This is an optimization exercise on Yosys and OpenROAD, whose aim is small area, a short achievable clock period and few clock cycles, not a production implementation. Only simulation tests tie the RTL to the original design; equivalence was not proved.

==> inputs of run a <==
## pitch_mapper
module pitch_mapper (
    input  wire        clk,
    input  wire        rst,
    input  wire        cmd_valid,
    output wire        cmd_ready,
    input  wire [63:0] cmd_data,
    output reg         rsp_valid,
    input  wire        rsp_ready,
    output wire [63:0] rsp_data,
    output wire [95:0] freq_out,     
    output reg  [2:0]  freq_set,
    output wire [47:0] duty_out,     
    output reg  [2:0]  duty_set
);
    localparam K0 = 1;
    localparam K1 = 2;
    localparam NE = 4;
    localparam SE = 2 * K0 + 2 * K1 * NE;
    localparam KI = 3;
    localparam NI = 4;
    localparam SI = 2 * KI * NI;
    localparam [5:0] OP_MAPQ = 6'h01, OP_MAPI = 6'h02, OP_ENVQ  = 6'h04,
                     OP_TICK = 6'h08, OP_SETP = 6'h10, OP_APPLY = 6'h11,
                     OP_RDPS = 6'h12, OP_RDPA = 6'h13, OP_RDCH  = 6'h20,
                     OP_RDCAL = 6'h21, OP_RDNOTE = 6'h22;
    localparam [1:0] ST_OK = 2'd0, ST_ILLEGAL = 2'd1, ST_BAD_CH = 2'd2, ST_BAD_IDX = 2'd3;
    localparam [2:0] PH_IDLE = 3'd0, PH_ATTACK = 3'd1, PH_DECAY = 3'd2,
                     PH_SUSTAIN = 3'd3, PH_RELEASE = 3'd4;
    localparam [15:0] GATE_TH = 16'd983;
    localparam [1:0] S_IDLE = 2'd0, S_DEC = 2'd1, S_RUN = 2'd2, S_RSP = 2'd3;
    reg [1:0] state;
    reg [2:0]  gate, offv, fvalid;
    reg [31:0] ts    [0:2];
    reg [31:0] freq  [0:2];
    reg [15:0] dutyr [0:2];
    reg [15:0] stg_ml, stg_dc, stg_at, stg_de, stg_su, stg_re;
    reg        stg_sm;
  ...
clock: 20.0 ns
lec_check: 0
cap_margin: 20
core_margin: 2
core_utilization: 40
slew_margin: 20
run.sh (not shown) runs the stock make flow with config.mk's settings and CLKGATE_MAP_FILE= SYNTH_SCRIPT=/design/flow/synth_recipe.tcl, a recipe that flattens the netlist after the stock synthesis.
==> run b (differences from run a) <==
--- a/flow/design.v
+++ b/flow/design.v
@@ -366,14 +366,15 @@
     parameter K = 2                  
 ) (
     input  wire [W-1:0]   r_in,
     input  wire [2*K-1:0] nb,
     input  wire [W-1:0]   d,
     input  wire [W+1:0]   d3,        
     output wire [W-1:0]   r_out,
+    output wire [W-1:0]   r_one,     
     output wire [2*K-1:0] q
 );
     wire [W-1:0] r [0:K];
     assign r[0] = r_in;
     genvar i;
     generate
         for (i = 0; i < K; i = i + 1) begin : st
@@ -385,14 +386,15 @@
             wire g2 = ~s2[W+2];
             wire g3 = ~s3[W+2];
             assign q[2*K-1-2*i -: 2] = g3 ? 2'd3 : g2 ? 2'd2 : g1 ? 2'd1 : 2'd0;
             assign r[i+1] = g3 ? s3[W-1:0] : g2 ? s2[W-1:0] : g1 ? s1[W-1:0] : x[W-1:0];
         end
     endgenerate
     assign r_out = r[K];
+    assign r_one = r[1];
 endmodule
 module pm_mul (
     input  wire [15:0] a,
     input  wire [15:0] b,
     input  wire [32:0] c,
     output wire [32:0] p
 );
@@ -431,46 +433,37 @@
     assign {l0, k0} = csa(i0, j0, h1);
     assign p = k0 + l0;
 endmodule
 module pm_div125 (
     input  wire [22:0] n,
     output wire [15:0] q
 );
-    localparam [23:0] M = 24'd8589935;
-    wire [53:0] r [0:10];
-    genvar i;
-    generate
-        assign r[0]  = {31'd0, n};
-        assign r[1]  = {31'd0, n} << 1;
-        assign r[2]  = {31'd0, n} << 2;
-        assign r[3]  = {31'd0, n} << 3;
-        assign r[4]  = {31'd0, n} << 5;
-        assign r[5]  = {31'd0, n} << 6;
-        assign r[6]  = {31'd0, n} << 9;
-        assign r[7]  = {31'd0, n} << 12;
-        assign r[8]  = {31'd0, n} << 16;
-        assign r[9]  = {31'd0, n} << 17;
-        assign r[10] = {31'd0, n} << 23;
-    endgenerate
+    wire [53:0] x = {31'd0, n};
+    wire [53:0] r0 = ~x;
+    wire [53:0] r1 = ~(x << 4);
+    wire [53:0] r2 = ~(x << 16);
+    wire [53:0] r3 = x << 7;
+    wire [53:0] r4 = x << 9;
+    wire [53:0] r5 = x << 12;
+    wire [53:0] r6 = x << 18;
+    wire [53:0] r7 = x << 23;
+    wire [53:0] r8 = 54'd3;
     function [107:0] csa;
-        input [53:0] x, y, z;
-        csa = {((x & y) | (x & z) | (y & z)) << 1, x ^ y ^ z};
+        input [53:0] a, b, c;
+        csa = {((a & b) | (a & c) | (b & c)) << 1, a ^ b ^ c};
     endfunction
-    wire [53:0] a0, b0, a1, b1, a2, b2, c0, d0, c1, d1, e0, f0, g0, h0, k0, l0;
-    assign {b0, a0} = csa(r[0], r[1], r[2]);
-    assign {b1, a1} = csa(r[3], r[4], r[5]);
-    assign {b2, a2} = csa(r[6], r[7], r[8]);
+    wire [53:0] a0, b0, a1, b1, a2, b2, c0, d0, c1, d1, e0, f0, g0, h0;
+    assign {b0, a0} = csa(r0, r1, r2);
+    assign {b1, a1} = csa(r3, r4, r5);
+    assign {b2, a2} = csa(r6, r7, r8);
     assign {d0, c0} = csa(a0, b0, a1);
     assign {d1, c1} = csa(b1, a2, b2);
     assign {f0, e0} = csa(c0, d0, c1);
-    assign {h0, g0} = csa(d1, r[9], r[10]);
-    assign {l0, k0} = csa(e0, f0, g0);
-    wire [53:0] m0, n0;
-    assign {n0, m0} = csa(k0, l0, h0);
-    wire [53:0] s = m0 + n0;
+    assign {h0, g0} = csa(e0, f0, d1);
+    wire [53:0] s = g0 + h0;
     assign q = s[45:30];
 endmodule
 module pitch_mapper (
     input  wire        clk,
     input  wire        rst,
     input  wire        cmd_valid,
     output wire        cmd_ready,
@@ -479,18 +472,16 @@
     input  wire        rsp_ready,
     output wire [63:0] rsp_data,
     output wire [95:0] freq_out,     
     output reg  [2:0]  freq_set,
     output wire [47:0] duty_out,     
     output reg  [2:0]  duty_set
 );
-    localparam K0 = 1;
-    localparam K1 = 2;
     localparam NE = 4;
-    localparam SE = 2 * K0 + 2 * K1 * NE;
+    localparam SE = 16;
     localparam KI = 3;
     localparam NI = 4;
     localparam SI = 2 * KI * NI;
     localparam [5:0] OP_MAPQ = 6'h01, OP_MAPI = 6'h02, OP_ENVQ  = 6'h04,
                      OP_TICK = 6'h08, OP_SETP = 6'h10, OP_APPLY = 6'h11,
                      OP_RDPS = 6'h12, OP_RDPA = 6'h13, OP_RDCH  = 6'h20,
                      OP_RDCAL = 6'h21, OP_RDNOTE = 6'h22;
@@ -659,57 +650,71 @@
     reg [22:0] er;                   
     reg [SE-1:0] eqn;                
     reg [1:0]  ecnt;
     reg [15:0] amp;
     reg [15:0] duty_r;
     reg [15:0] dsub;                 
     reg        eclamp;               
+    reg [17:0] dlt;                  
+    reg m_dec, m_mul, m_mul2, m_div0, m_divn;
+    reg a_go;                        
     reg [15:0] mul_a, mul_b;
     always @* begin
-        if (state == S_DEC) begin
-            mul_a = go ? act_ml : act_su;
-            mul_b = go ? a_e16 : re_e;
+        if (m_dec) begin
+            mul_a = a_go ? act_ml : act_su;
+            mul_b = a_go ? a_e16 : re_e;
+        end else if (m_mul) begin
+            mul_a = act_ml; mul_b = dsub;                        
+        end else if (m_mul2) begin
+            mul_a = act_su; mul_b = dsub;                        
+        end else if (m_div0) begin
+            mul_a = act_dc; mul_b = {14'd0, eqn[1:0]};
+        end else if (m_divn) begin
+            mul_a = act_dc; mul_b = {12'd0, eqn[3:0]};
         end else begin
-            case (es)
-                ES_MUL:  begin mul_a = act_ml; mul_b = dsub; end     
-                ES_MUL2: begin mul_a = act_su; mul_b = dsub; end     
-                default: begin mul_a = amp;    mul_b = act_dc;                end
-            endcase
+            mul_a = act_dc; mul_b = 16'h3FFF;
         end
     end
-    wire [32:0] mul_c = (state != S_DEC && es == ES_MUL2) ? xr : 33'd0;
+    wire [32:0] mul_c = m_mul2 ? xr : m_divn ? {xr[28:0], 4'd0} : 33'd0;
     wire [32:0] mul_p;
     pm_mul u_mul (.a(mul_a), .b(mul_b), .c(mul_c), .p(mul_p));
     wire [48:0] n_full  = {xr, 16'd0} - {16'd0, xr};
     wire [45:0] n_sh    = n_full[48:3];
     wire        e_clamp = n_sh[45:16] >= {7'd0, dq};
-    wire [22:0]     e0_r;
-    wire [2*K0-1:0] e0_q;
-    pm_r4steps #(.W(23), .K(K0)) u_e0 (
+    wire [22:0] e0_r, e0_r1;
+    wire [1:0]  e0_q;
+    pm_r4steps #(.W(23), .K(1)) u_e0 (
         .r_in (n_sh[SE+22:SE]),
-        .nb   (n_sh[SE-1:SE-2*K0]),
+        .nb   (n_sh[SE-1:SE-2]),
         .d    (dq),
         .d3   (dq3),
         .r_out(e0_r),
+        .r_one(e0_r1),
         .q    (e0_q)
     );
-    wire [22:0]     e1_r;
-    wire [2*K1-1:0] e1_q;
-    pm_r4steps #(.W(23), .K(K1)) u_e1 (
+    wire [22:0] e1_r, e1_r1;
+    wire [3:0]  e1_q;
+    pm_r4steps #(.W(23), .K(2)) u_e1 (
         .r_in (er),
-        .nb   (eqn[SE-1:SE-2*K1]),
+        .nb   (eqn[SE-1:SE-4]),
         .d    (dq),
         .d3   (dq3),
         .r_out(e1_r),
+        .r_one(e1_r1),
         .q    (e1_q)
     );
-    wire [SE-1:0] eqn_nx = {eqn[SE-2*K1-1:0], e1_q};
-    wire        d_clamp = xr[31:0] >= 32'd65536000;
+    wire          e_last = (ecnt == NE - 1);
+    wire [SE-1:0] eqn_nx = e_last ? {eqn[SE-3:0], e1_q[3:2]} : {eqn[SE-5:0], e1_q};
+    wire [32:0] dc33 = {17'd0, act_dc};
+    wire [1:0]  lq    = (es == ES_DMUL) ? 2'b11 : e1_q[3:2];
+    wire [17:0] dlt_n = (lq[1] ? {1'b0, act_dc, 1'b0} : 18'd0) + (lq[0] ? {2'b00, act_dc} : 18'd0);
+    wire [32:0] pr   = {xr[30:0], 2'd0} + {15'd0, dlt};
+    wire        d_clamp = pr[31:0] >= 32'd65536000;
     wire [15:0] d_mag;
-    pm_div125 u_d125 (.n(xr[25:3]), .q(d_mag));
+    pm_div125 u_d125 (.n(pr[25:3]), .q(d_mag));
     wire [15:0] duty_w  = d_clamp ? 16'hFFFF : d_mag;
     reg [3:0]  es_nx;
     reg [15:0] amp_nx, duty_nx;
     reg        env_fin;
     always @* begin
         es_nx   = es;
         amp_nx  = amp;
@@ -726,15 +731,15 @@
                 end else begin
                     es_nx = ES_DIV;
                 end
             end
             ES_DIV: begin
                 if (ecnt == NE - 1) begin
                     amp_nx = eclamp ? 16'hFFFF : eqn_nx[15:0];
-                    if (is_tick) es_nx = ES_DMUL;
+                    if (is_tick) es_nx = ES_DDIV;
                     else begin es_nx = ES_DONE; env_fin = 1'b1; end
                 end
             end
             ES_DMUL: es_nx = ES_DDIV;
             ES_DDIV: begin duty_nx = duty_w; es_nx = ES_DONE; env_fin = 1'b1; end
             default: ;
         endcase
@@ -841,15 +846,22 @@
     assign rsp_data = {op, ch, r_st, r_ph, r_deg, r_sat, r_bnd, r_fall, r_rise, r_gt,
                        r_idx, 8'd0, rsp_d};
     wire commit = (state == S_DEC && dec_done) || finish;
     wire [15:0] duty_c = (state == S_DEC) ? 16'd0 : duty_nx;
     wire [31:0] mapf_c = (state == S_DEC) ? {6'd0, m_hz, 16'd0} : mapf_nx;
     integer k;
     always @(posedge clk) begin
+        m_dec  <= (state == S_IDLE) && cmd_valid;
+        m_mul  <= (state == S_DEC) && (status == ST_OK) && (is_tick || is_envq) && !env_zero &&
+                  (ph_n == PH_DECAY);
+        m_mul2 <= (state != S_DEC) && (es == ES_MUL);
+        m_div0 <= (state != S_DEC) && (es == ES_DIV0) && !(e_clamp && is_tick);
+        m_divn <= (state != S_DEC) && (es == ES_DIV) && (ecnt != NE - 1);
         if (state == S_IDLE) begin
+            a_go    <= in_tick ? in_gopen : in_gate;
             cmd_q   <= cmd_data;
             a_gopen <= in_gopen;
             a_rise  <= in_rise;
             a_fall  <= in_fall;
             a_e16   <= in_e16;
             a_re_e  <= in_re_e;
         end
@@ -871,23 +883,25 @@
             case (es)
                 ES_MUL:  begin xr <= mul_p; dsub <= a_e16 - act_at; dq <= dq_n; dq3 <= dq3_n; end
                 ES_FIX:  begin dq <= dq_n; dq3 <= dq3_n; end
                 ES_MUL2: xr <= mul_p;
                 ES_DIV0: begin
                     eclamp <= e_clamp;
                     er   <= e0_r;
-                    eqn  <= {n_sh[SE-2*K0-1:0], e0_q};
+                    eqn  <= {n_sh[SE-3:0], e0_q};
                     ecnt <= 2'd0;
                 end
                 ES_DIV: begin
-                    er   <= e1_r;
+                    er   <= e_last ? e1_r1 : e1_r;
                     eqn  <= eqn_nx;
+                    xr   <= mul_p;
+                    dlt  <= dlt_n;
                     ecnt <= ecnt + 2'd1;
                 end
-                ES_DMUL: xr <= mul_p;
+                ES_DMUL: begin xr <= mul_p; dlt <= dlt_n; end
                 default: ;
             endcase
             amp    <= amp_nx;
             duty_r <= duty_nx;
             case (is)
                 IS_MUL: begin
                     c_den3 <= {2'b00, c_den} + {1'b0, c_den, 1'b0};
==> results.toml <==
[setup_path]
setup.worst_path.end = "er[3]"
critical-path-max-stage-delay_ps = 920

[sta]
fin_skew_ps = 105.3
post-route-period-util = 0.5396
max_clock_freq_ghz = 0.09265

[run_status]
result_of_the_run = "timing/DRC/antenna clean"

[synthesis]
register_area_share_after_synthesis = 0.2780

[detailed_routing]
route.met3.wl_um = 36920

[floorplanning]
placementRows = 177
Source of the figures above: run a

==> results.toml <==
[run_status]
result_of_the_run = "timing/DRC/antenna clean"

[sta]
fin_skew_ps = 138.4
max_slew.worst_pin.slew_ps = 1309
max_clock_freq_ghz = 0.08796
post-route-period-util = 0.5684

[floorplanning]
placementRows = 179

[detailed_routing]
maxUsedRoutingLayer = "met5"
route.met3.wl_um = 40310

[synthesis]
synthesis.area_per_instance_um2 = 8.686
synth_edf_count = 668
register_area_share_after_synthesis = 0.2773

[clock_tree]
cts-hold-fix-buffers = 0

[setup_path]
critical-path-max-stage-delay_ps = 640
Source of the figures above: run b

Testbench counts of run a, summed over its fixed seeds: cycles 25,714.
Testbench counts of run b, summed over its fixed seeds: cycles 23,676.

## re-timing with driven ports
Ports are ideal in the flow. The routed layouts listed here were re-timed in OpenROAD. Step 1 sets driving cells, clkbuf_16 on the clock port and buf_2 on the other inputs (assumed; they add their load-dependent delay and slew). Step 2 adds t to the input delays and takes it off the output delays; t is the mean of the earliest and latest rising clock arrival at the registers after step 1. Input paths then give back, and output paths get back, about the clock's delay inside the block. a / b / c = ideal ports / drivers / drivers and shift; a / b = the first two.
run | t (ns) | slack for setup (ns) | latest minus earliest clock arrival (ns) | worst data-port slew with drivers (ns)
run a | 0.856 | 9.207 / 9.207 / 9.207 | 0.110 / 0.110 | 0.16
run b | 0.914 | 8.631 / 8.631 / 8.631 | 0.139 / 0.139 | 0.14
After both steps setup and hold are still met in every run listed.
